This is an optimization exercise on Yosys and OpenROAD, whose aim is small area, a short achievable clock period and few clock cycles, not a production implementation. Function was checked by simulation only, so behaviour that the tests miss may differ from the original. No activity file was given, so power comes from the tool's default toggle rates.

==> flow/design.v (excerpt) <==
module piu (
    input  wire        clk,
    input  wire        rst,
    input  wire        req_valid,
    input  wire        req_write,
    input  wire [2:0]  req_addr,
    input  wire [31:0] req_wdata,
    output wire        req_ready,
    output reg         rsp_valid,
    output reg  [31:0] rsp_data,
    output wire        mem_en,
    output wire [10:0] mem_addr,
    input  wire [63:0] mem_rdata
);
Size in the first run: about 3,800 cells after synthesis, about 200 flip-flops, ~150 I/O pins.
Settings: LEC_CHECK=0, ABC_AREA=1, CAP_MARGIN=20, CORE_MARGIN=2, CORE_UTILIZATION=40, SLEW_MARGIN=20; clock period 10.0 ns.
run.sh (not shown) runs the stock make flow with config.mk's settings and CLKGATE_MAP_FILE= SYNTH_SCRIPT=/design/flow/synth_recipe.tcl, a recipe that flattens the netlist after the stock synthesis.
The first run ran to the end with no violations.
Testbench counts at the start, summed over its fixed seeds: cycles 19,028.
Change:
Settings changed: ABC_AREA 1 to unset.
Effect: The changed run finished with timing, DRC and antenna clean. Critical path depth fell by 2. Sequential share of layout area is lower by 0.38 points. Final cell count came out lower by 9.0%. Fmax shrinks by 3.7%. Power shrinks by 19%. Worst setup slack got worse by 0.33 ns. Die area grows by 3.6%. Clock power came out higher by about 2%. Hold slack is worse by 0.030 ns.

Another version of the RTL of piu (not shown whole).
Size in the first run: roughly 3700 cells after synthesis, about 150 I/O pins, roughly 23000 sq um of cells after synthesis.
export LEC_CHECK = 0
export ABC_AREA = 1
export CAP_MARGIN = 20
export CORE_MARGIN = 2
export CORE_UTILIZATION = 40
export GPL_TIMING_DRIVEN = 1
export SETUP_SLACK_MARGIN = 5
export SLEW_MARGIN = 20
export TNS_END_PERCENT = 100
create_clock -name core_clock -period 10.0 [get_ports {clk}]
Testbench counts at the start, summed over its fixed seeds: cycles 18,215.
Edit:
- GPL_TIMING_DRIVEN: 1 -> not set
- SETUP_SLACK_MARGIN: 5 -> not set
- TNS_END_PERCENT: 100 -> not set
Result: Power is lower by 2.2%; global-route usage goes down by 0.24 points; final cell count decreases by 1.5%; non-clock buffer count went down by 66; sequential power stays flat.
Edit:
==> flow/flow/run.sh (new file) <==
#!/bin/bash
set -euo pipefail
sed -E 's/SETUP_SLACK_MARGIN=[0-9.]+/SETUP_SLACK_MARGIN=6.5/' standard.sh > standard_margin.sh
bash standard_margin.sh > standard.log 2>&1
==> flow/standard.sh (new file) <==
#!/bin/bash
# synth_recipe.tcl (not shown) runs the flow's synth.tcl, then flattens the netlist and writes it again
# the make line also repeats each setting of config.mk as NAME=value (left out here)
make -C /OpenROAD-flow-scripts/flow DESIGN_CONFIG=/design/flow/config.mk WORK_HOME=/design/flow/orfs CLKGATE_MAP_FILE= SYNTH_SCRIPT=/design/flow/synth_recipe.tcl "${@:-finish}"
- GPL_TIMING_DRIVEN: not set -> 1
- SETUP_SLACK_MARGIN: not set -> 5
- TNS_END_PERCENT: not set -> 100
removed: flow/run.sh
Area after synthesis stays the same.
Die area does not change.
Sequential share of layout area falls by 3.6 points.
Core utilization rises by 13 points.

piu, a different RTL version from the one above (not shown whole).
Size: ~4000 cells after synthesis, ~220 flip-flops, roughly 150 I/O pins.
==> flow/config.mk <==
export PLATFORM = sky130hd
export DESIGN_NAME = piu
export DESIGN_NICKNAME = piu
export VERILOG_FILES = /design/flow/design.v
export SDC_FILE = /design/flow/constraint.sdc
export NUM_CORES = 4
export LEC_CHECK = 0
export ABC_AREA = 1
export CAP_MARGIN = 20
export CORE_MARGIN = 2
export CORE_UTILIZATION = 40
export GPL_TIMING_DRIVEN = 1
export SETUP_SLACK_MARGIN = 5
export SLEW_MARGIN = 20
export TNS_END_PERCENT = 100
==> flow/constraint.sdc <==
create_clock -name core_clock -period 10.0 [get_ports {clk}]
set_input_delay 2.0000 -clock core_clock [delete_from_list [all_inputs] [get_ports {clk}]]
set_output_delay 2.0000 -clock core_clock [all_outputs]
set_load 0.01 [all_outputs]
Stock flow here: none of the scripts above is used.
Testbench counts at the start, summed over its fixed seeds: cycles 16,183.
Change:
==> flow/flow/run.sh (new file) <==
#!/bin/bash
# The standard layout (standard.sh, unchanged steps), with two changes
# in how it is made: the port buffers are sky130_fd_sc_hd__buf_2 instead of
# the delay cells buffer_ports picks by default (every port still gets its
# buffer), and timing repair aims 5.5 ns below the clock period instead of
# 5 ns. The SDC, its clock period and its I/O delays are unchanged.
set -euo pipefail
sed -E -e 's/^(make .*) "\$\{@:-finish\}"$/\1 "BUFFER_PORTS_ARGS=-buffer_cell sky130_fd_sc_hd__buf_2" "${@:-finish}"/' \
       -e 's/SETUP_SLACK_MARGIN=[0-9.]+/SETUP_SLACK_MARGIN=5.5/' standard.sh > standard_mod.sh
grep -q 'BUFFER_PORTS_ARGS' standard_mod.sh
grep -q 'SETUP_SLACK_MARGIN=5.5' standard_mod.sh
bash standard_mod.sh > standard.log 2>&1
==> flow/standard.sh (new file) <==
#!/bin/bash
# synth_recipe.tcl (not shown) runs the flow's synth.tcl, then flattens the netlist and writes it again
# the make line also repeats each setting of config.mk as NAME=value (left out here)
make -C /OpenROAD-flow-scripts/flow DESIGN_CONFIG=/design/flow/config.mk WORK_HOME=/design/flow/orfs CLKGATE_MAP_FILE= SYNTH_SCRIPT=/design/flow/synth_recipe.tcl "${@:-finish}"
removed: flow/run.sh
=> Die area does not change. Non-clock buffer count increases by 28. Power increases by 2.6%. Worst setup slack is better by 190 ps. Via count increases by 0.93%. Area after synthesis is unchanged. Wire length decreases by 1.1%. Hold slack stays flat.
Change:
==> flow/flow/run.sh (replaced) <==
#!/bin/bash
# The standard layout (standard.sh, unchanged steps and settings), with
# the port buffers made from sky130_fd_sc_hd__buf_2 instead of the delay
# cells buffer_ports picks by default. Every port still gets its buffer.
set -euo pipefail
sed -E 's/^(make .*) "\$\{@:-finish\}"$/\1 "BUFFER_PORTS_ARGS=-buffer_cell sky130_fd_sc_hd__buf_2" "${@:-finish}"/' standard.sh > standard_ports.sh
grep -q 'BUFFER_PORTS_ARGS' standard_ports.sh
bash standard_ports.sh > standard.log 2>&1
--- a/flow/config.mk
+++ b/flow/config.mk
@@ -10,4 +10,5 @@
 export CORE_MARGIN = 2
 export CORE_UTILIZATION = 40
+export CTS_BUF_LIST = sky130_fd_sc_hd__clkbuf_4 sky130_fd_sc_hd__clkbuf_8
 export GPL_TIMING_DRIVEN = 1
 export SETUP_SLACK_MARGIN = 5
Effect: Sequential power hardly moves; routed wire length drops by 2.7%; register-to-register slack is worse by 60 ps; non-clock buffer count drops by 57; combinational power goes down by about 7%; power is lower by 4.2%; setup slack got worse by 140 ps; cell count goes down by 0.75%; synthesized area is unchanged.
Change:
--- a/flow/config.mk
+++ b/flow/config.mk
@@ -10,5 +10,4 @@
 export CORE_MARGIN = 2
 export CORE_UTILIZATION = 40
-export CTS_BUF_LIST = sky130_fd_sc_hd__clkbuf_4 sky130_fd_sc_hd__clkbuf_8
 export GPL_TIMING_DRIVEN = 1
 export SETUP_SLACK_MARGIN = 5
The new run produced a clean layout; sequential cell count is unchanged; count of clock-buffer cells in the layout fell by 23; worst hold slack hardly moves; via count fell by 0.96%; first-iteration DRC count fell by 0.40%; wire length fell by 0.32%; setup slack is better by 37 ps; register-to-register slack is worse by 40 ps; clock power hardly moves; fmax rose by 0.77%.

static timing again, ports no longer ideal:
Ports are ideal in the flow. The routed layouts listed here were re-timed in OpenROAD. Step 1: set_driving_cell puts a clkbuf_16 on clk and a buf_2 on each other input, an assumption about the parent block. Step 2 times the ports against the registers' clock, not the clock port: input delays grow and output delays shrink by t, the midpoint of the rising clock arrivals with the driver on. a / b / c = ideal ports / drivers / drivers and shift; a / b = the first two.
run | t, ns | slack for setup (ns) | worst setup path after step 2 | slew at the worst register clock pin (ns) | worst slew at a driven data input, ns
the first run of note 1 | 0.562 | 1.466 / 1.466 / 1.466 | register to register | 0.08 / 0.08 | 0.07
the second run of note 1 | 0.533 | 1.135 / 1.135 / 1.135 | register to register | 0.08 / 0.08 | 0.05
the first run of note 2 | 0.627 | 4.977 / 4.916 / 4.616 | input to register | 0.07 / 0.07 | 0.04
the second run of note 2 | 0.622 | 3.803 / 3.803 / 3.803 | register to register | 0.07 / 0.07 | 0.05
the third run of note 2 | 0.632 | 5.221 / 5.221 / 5.047 | input to register | 0.07 / 0.07 | 0.08
the first run of note 3 | 0.621 | 5.038 / 4.979 / 4.499 | input to register | 0.08 / 0.08 | 0.07
the second run of note 3 | 0.625 | 5.231 / 5.231 / 4.916 | input to register | 0.07 / 0.07 | 0.06
the third run of note 3 | 0.663 | 5.094 / 5.040 / 4.468 | input to register | 0.07 / 0.07 | 0.11
the fourth run of note 3 | 0.639 | 5.131 / 5.078 / 4.555 | input to register | 0.06 / 0.06 | 0.12
After both steps setup and hold are still met in every run listed. The setup slack of the third run of note 3, which loses most, moves by -0.054 ns with the drivers and by -0.626 ns with both steps.
